From an optimization exercise on the open Yosys and OpenROAD flow, aimed at small area; shortcuts taken in it are not production practice. Where RTL was checked, it was by simulation tests only, not by an equivalence proof against the original. No driver is modelled on the clock port, so clocking that relies on it looks cheaper here than on a real chip. Power figures rest on the tool's default switching activity, not on a simulated workload.

==> flow/design.v (excerpt) <==
module ung_rx_parser (
    input  wire        clk,
    input  wire        rst,           
    input  wire        rx_valid,
    input  wire [7:0]  rx_byte,
    output reg         evt_valid,
    output wire [7:0]  evt_addr,
    output wire [31:0] evt_w0,
    output wire [31:0] evt_volume,
    output wire [31:0] evt_amount,
    output wire [31:0] evt_price
);
Size: roughly 560 cells after synthesis, about 150 I/O pins, ~6800 µm² of cells after synthesis.
export LEC_CHECK = 0
export CAP_MARGIN = 20
export CORE_MARGIN = 2
export CORE_UTILIZATION = 32
export PLACE_DENSITY = 0.85
export SLEW_MARGIN = 20
create_clock -name core_clock -period 10.0 [get_ports {clk}]
standard.sh (not shown) runs the stock make flow with config.mk's settings and CLKGATE_MAP_FILE= SYNTH_SCRIPT=/design/flow/synth_recipe.tcl, a recipe that flattens the netlist after the stock synthesis.
==> flow/flow/run.sh <==
#!/bin/bash
# The standard layout (standard.sh: standard synthesis, floorplan, place,
# CTS, route, finish) with these changes:
#  - the port buffers that global placement inserts use the smallest buffer
#    cell instead of the default one;
#  - clock tree synthesis uses clkbuf_8 leaf buffers under a clkbuf_16 root,
#    no dummy loads, and H-tree
#    leaves of up to CTS_LEAF_SINKS registers (flow/cts.py runs ORFS's cts.tcl
#    after setting that limit, which clock_tree_synthesis has no option for).
# Every ORFS step writes its full log under orfs/logs/ (the CTS step's log is
# orfs/logs/.../4_1_cts.log); make's own output goes to make_*.log here.
set -euo pipefail
here=$(pwd)
args=(
  "SKIP_REPAIR_TIE_FANOUT=1"
  "BUFFER_PORTS_ARGS=-buffer_cell sky130_fd_sc_hd__buf_1"
  "CTS_ARGS=-sink_clustering_enable -repair_clock_nets -dont_use_dummy_load -buf_list sky130_fd_sc_hd__clkbuf_8 -root_buf sky130_fd_sc_hd__clkbuf_16"
)
export CTS_LEAF_SINKS=20
bash standard.sh "${args[@]}" place > make_place.log 2>&1
bash standard.sh "${args[@]}" "RUN_SCRIPT=$here/flow/cts.py" RUN_LOG_NAME_STEM=4_1_cts run > make_cts.log 2>&1
test -f orfs/results/sky130hd/ung_rx_parser/base/4_1_cts.odb
bash standard.sh "${args[@]}" finish > make_finish.log 2>&1
==> flow/flow/cts.py <==
import os
from openroad import Design, Tech

tech = Tech()
design = Design(tech)
design.getTritonCts().getParms().setNumMaxLeafSinks(int(os.environ["CTS_LEAF_SINKS"]))
design.evalTclString("source $::env(SCRIPTS_DIR)/cts.tcl")
The first run finished with timing, DRC and antenna clean.
==> next run, changes <==
--- a/flow/flow/run.sh
+++ b/flow/flow/run.sh
@@ -2,8 +2,9 @@
 # The standard layout (standard.sh: standard synthesis, floorplan, place,
 # CTS, route, finish) with these changes:
+#  - the constant outputs share one tie cell (SKIP_REPAIR_TIE_FANOUT=1)
+#    instead of one tie cell each;
 #  - the port buffers that global placement inserts use the smallest buffer
-#    cell instead of the default one;
-#  - clock tree synthesis uses clkbuf_8 leaf buffers under a clkbuf_16 root,
-#    no dummy loads, and H-tree
+#    cell (buf_1) instead of the default one;
+#  - clock tree synthesis uses clkbuf_8 buffers, no dummy loads, and H-tree
 #    leaves of up to CTS_LEAF_SINKS registers (flow/cts.py runs ORFS's cts.tcl
 #    after setting that limit, which clock_tree_synthesis has no option for).
@@ -15,5 +16,5 @@
   "SKIP_REPAIR_TIE_FANOUT=1"
   "BUFFER_PORTS_ARGS=-buffer_cell sky130_fd_sc_hd__buf_1"
-  "CTS_ARGS=-sink_clustering_enable -repair_clock_nets -dont_use_dummy_load -buf_list sky130_fd_sc_hd__clkbuf_8 -root_buf sky130_fd_sc_hd__clkbuf_16"
+  "CTS_ARGS=-sink_clustering_enable -repair_clock_nets -dont_use_dummy_load -buf_list sky130_fd_sc_hd__clkbuf_8"
 )
 export CTS_LEAF_SINKS=20
CORE_UTILIZATION = 25   (was 32)
PLACE_DENSITY = 0.75   (was 0.85)
Final cell count rises by a few percent.
Design area falls slightly.
Non-clock buffer count falls by 5.
Clock skew falls by 0.0038 ns.
Routed wire length falls by a few percent.
==> next run, changes <==
PLACE_DENSITY = 0.85   (was 0.75)
TNS_END_PERCENT = 0   (was not set)
=> Final area barely changes; fmax hardly moves; worst setup slack degrades by 0.011 ns; clock power fell by about 4%; non-clock buffer count fell by 2; flip-flop and latch count does not change.
==> next run, changes <==
--- a/flow/flow/run.sh
+++ b/flow/flow/run.sh
@@ -2,9 +2,8 @@
 # The standard layout (standard.sh: standard synthesis, floorplan, place,
 # CTS, route, finish) with these changes:
-#  - the constant outputs share one tie cell (SKIP_REPAIR_TIE_FANOUT=1)
-#    instead of one tie cell each;
 #  - the port buffers that global placement inserts use the smallest buffer
-#    cell (buf_1) instead of the default one;
-#  - clock tree synthesis uses clkbuf_8 buffers, no dummy loads, and H-tree
+#    cell instead of the default one;
+#  - clock tree synthesis uses clkbuf_8 leaf buffers under a clkbuf_16 root,
+#    no dummy loads, and H-tree
 #    leaves of up to CTS_LEAF_SINKS registers (flow/cts.py runs ORFS's cts.tcl
 #    after setting that limit, which clock_tree_synthesis has no option for).
@@ -16,5 +15,5 @@
   "SKIP_REPAIR_TIE_FANOUT=1"
   "BUFFER_PORTS_ARGS=-buffer_cell sky130_fd_sc_hd__buf_1"
-  "CTS_ARGS=-sink_clustering_enable -repair_clock_nets -dont_use_dummy_load -buf_list sky130_fd_sc_hd__clkbuf_8"
+  "CTS_ARGS=-sink_clustering_enable -repair_clock_nets -dont_use_dummy_load -buf_list sky130_fd_sc_hd__clkbuf_8 -root_buf sky130_fd_sc_hd__clkbuf_16"
 )
 export CTS_LEAF_SINKS=20
TNS_END_PERCENT = not set   (was 0)
Result: The new run completed without violations; via count goes up by 0.46%; sequential cell count does not change; routed wire length goes up by 1.2%; core utilization goes up by 0.39 points; first-iteration DRC count goes down by 6.6%; synthesized area is unchanged; critical path depth is unchanged.
==> next run, changes <==
--- a/flow/flow/run.sh
+++ b/flow/flow/run.sh
@@ -2,8 +2,9 @@
 # The standard layout (standard.sh: standard synthesis, floorplan, place,
 # CTS, route, finish) with these changes:
+#  - the constant outputs share one tie cell (SKIP_REPAIR_TIE_FANOUT=1)
+#    instead of one tie cell each;
 #  - the port buffers that global placement inserts use the smallest buffer
-#    cell instead of the default one;
-#  - clock tree synthesis uses clkbuf_8 leaf buffers under a clkbuf_16 root,
-#    no dummy loads, and H-tree
+#    cell (buf_1) instead of the default one;
+#  - clock tree synthesis uses clkbuf_8 buffers, no dummy loads, and H-tree
 #    leaves of up to CTS_LEAF_SINKS registers (flow/cts.py runs ORFS's cts.tcl
 #    after setting that limit, which clock_tree_synthesis has no option for).
@@ -15,5 +16,5 @@
   "SKIP_REPAIR_TIE_FANOUT=1"
   "BUFFER_PORTS_ARGS=-buffer_cell sky130_fd_sc_hd__buf_1"
-  "CTS_ARGS=-sink_clustering_enable -repair_clock_nets -dont_use_dummy_load -buf_list sky130_fd_sc_hd__clkbuf_8 -root_buf sky130_fd_sc_hd__clkbuf_16"
+  "CTS_ARGS=-sink_clustering_enable -repair_clock_nets -dont_use_dummy_load -buf_list sky130_fd_sc_hd__clkbuf_8"
 )
 export CTS_LEAF_SINKS=20
PLACE_DENSITY = 0.95   (was 0.85)
Worst setup slack loses 0.12 ns.
Wire length rose by 2.2%.
Cell area fell by 0.99%.
Utilization fell by 0.28 points.

---

Another version of the RTL of ung_rx_parser (not shown whole).
For scale: about 600 cells after synthesis, roughly 120 flip-flops, roughly 6900 µm² of cells after synthesis.
==> flow/config.mk <==
export PLATFORM = sky130hd
export DESIGN_NAME = ung_rx_parser
export DESIGN_NICKNAME = ung_rx_parser
export VERILOG_FILES = /design/flow/design.v
export SDC_FILE = /design/flow/constraint.sdc
export NUM_CORES = 4
export LEC_CHECK = 0
export CAP_MARGIN = 20
export CORE_MARGIN = 2
export CORE_UTILIZATION = 25
export PLACE_DENSITY = 0.6
export SLEW_MARGIN = 20
==> flow/constraint.sdc <==
create_clock -name core_clock -period 10.0 [get_ports {clk}]
set_input_delay 2.0000 -clock core_clock [delete_from_list [all_inputs] [get_ports {clk}]]
set_output_delay 2.0000 -clock core_clock [all_outputs]
set_load 0.01 [all_outputs]
run.sh (not shown) runs the stock make flow with config.mk's settings and CLKGATE_MAP_FILE= SYNTH_SCRIPT=/design/flow/synth_recipe.tcl, a recipe that flattens the netlist after the stock synthesis.
Stock flow here: none of the scripts above is used.
The baseline finished with timing, DRC and antenna clean.
Rerun with:
==> flow/flow/run.sh (new file) <==
#!/bin/bash
# The standard layout (standard.sh: standard synthesis, floorplan, place,
# CTS, route, finish) with two settings changed:
#  - the port buffers that global placement inserts use the smallest buffer
#    cell instead of the default one;
#  - clock tree synthesis uses clkbuf_8 buffers and no dummy loads.
# Every ORFS step writes its full log under orfs/logs/; make's own output
# goes to make.log here.
set -euo pipefail
bash standard.sh \
  "BUFFER_PORTS_ARGS=-buffer_cell sky130_fd_sc_hd__buf_1" \
  "CTS_ARGS=-sink_clustering_enable -repair_clock_nets -dont_use_dummy_load -buf_list sky130_fd_sc_hd__clkbuf_8" \
  finish > make.log 2>&1
==> flow/standard.sh (new file) <==
#!/bin/bash
# synth_recipe.tcl (not shown) runs the flow's synth.tcl, then flattens the netlist and writes it again
# the make line also repeats each setting of config.mk as NAME=value (left out here)
make -C /OpenROAD-flow-scripts/flow DESIGN_CONFIG=/design/flow/config.mk WORK_HOME=/design/flow/orfs CLKGATE_MAP_FILE= SYNTH_SCRIPT=/design/flow/synth_recipe.tcl "${@:-finish}"
removed: flow/run.sh
Outcome:
- power falls by 24%
- register-to-register slack barely changes
- clock skew grows by 31 ps

---

Another version of the RTL of ung_rx_parser (not shown whole).
Size: ~660 cells after synthesis, roughly 110 flip-flops, ~150 I/O pins.
==> flow/config.mk <==
export PLATFORM = sky130hd
export DESIGN_NAME = ung_rx_parser
export DESIGN_NICKNAME = ung_rx_parser
export VERILOG_FILES = /design/flow/design.v
export SDC_FILE = /design/flow/constraint.sdc
export NUM_CORES = 4
export LEC_CHECK = 0
export CAP_MARGIN = 20
export CORE_MARGIN = 2
export CORE_UTILIZATION = 40
export CTS_BUF_LIST = sky130_fd_sc_hd__clkbuf_4
export PLACE_DENSITY = 0.6
export SLEW_MARGIN = 20
==> flow/constraint.sdc <==
create_clock -name core_clock -period 10.0 [get_ports {clk}]
set_input_delay 2.0000 -clock core_clock [delete_from_list [all_inputs] [get_ports {clk}]]
set_output_delay 2.0000 -clock core_clock [all_outputs]
set_load 0.01 [all_outputs]
Stock flow here: none of the scripts above is used.
The first run completed, yet does not pass: negative setup slack.
Edit:
- CTS_BUF_LIST: sky130_fd_sc_hd__clkbuf_4 -> sky130_fd_sc_hd__clkbuf_8
- CTS_CLUSTER_DIAMETER: unset -> 100
- CTS_CLUSTER_SIZE: unset -> 40
After rerunning:
- The new run ran to the end with violations: negative setup slack
- global-route usage barely changes
- total power is higher by a little under a tenth
- combinational power is about the same
- maximum frequency hardly moves
- worst setup slack gains 0.0036 ns
- first-iteration DRC count came out lower by a few percent
- utilization rose by 0.56 points
- cell area goes up slightly
- routed wire length hardly moves
Function was not checked in any run of this note: the RTL went through the layout flow alone.

separate check: timing with driven ports:
How much do the figures lean on ideal ports? The routed layouts below were timed once more, with nothing changed but the port constraints. Step 1 sets driving cells, clkbuf_16 on the clock port and buf_2 on the other inputs (assumed; they add their load-dependent delay and slew). Step 2 adds t to the input delays and takes it off the output delays; t is the mean of the earliest and latest rising clock arrival at the registers after step 1. Input paths then give back, and output paths get back, about the clock's delay inside the block. a / b / c = no drivers / after step 1 / after step 2; a / b = the first two.
| run | shift t [ns] | slack for setup (ns) | latest minus earliest clock arrival (ns) |
|---|---|---|---|
| the first run of note 1 | 0.391 | 0.268 / 0.268 / 0.268 | 0.029 / 0.029 |
| the second run of note 1 | 0.409 | 0.271 / 0.271 / 0.271 | 0.025 / 0.026 |
| the third run of note 1 | 0.395 | 0.260 / 0.260 / 0.260 | 0.044 / 0.044 |
| the fourth run of note 1 | 0.385 | 0.300 / 0.300 / 0.300 | 0.029 / 0.029 |
| the fifth run of note 1 | 0.409 | 0.183 / 0.183 / 0.183 | 0.034 / 0.034 |
| the first run of note 2 | 0.457 | 0.240 / 0.240 / 0.240 | 0.006 / 0.006 |
| the second run of note 2 | 0.470 | 0.243 / 0.243 / 0.243 | 0.037 / 0.037 |
| the first run of note 3 | 0.585 | -0.084 / -0.084 / -0.084 | 0.025 / 0.025 |
| the second run of note 3 | 0.473 | -0.080 / -0.080 / -0.080 | 0.014 / 0.014 |
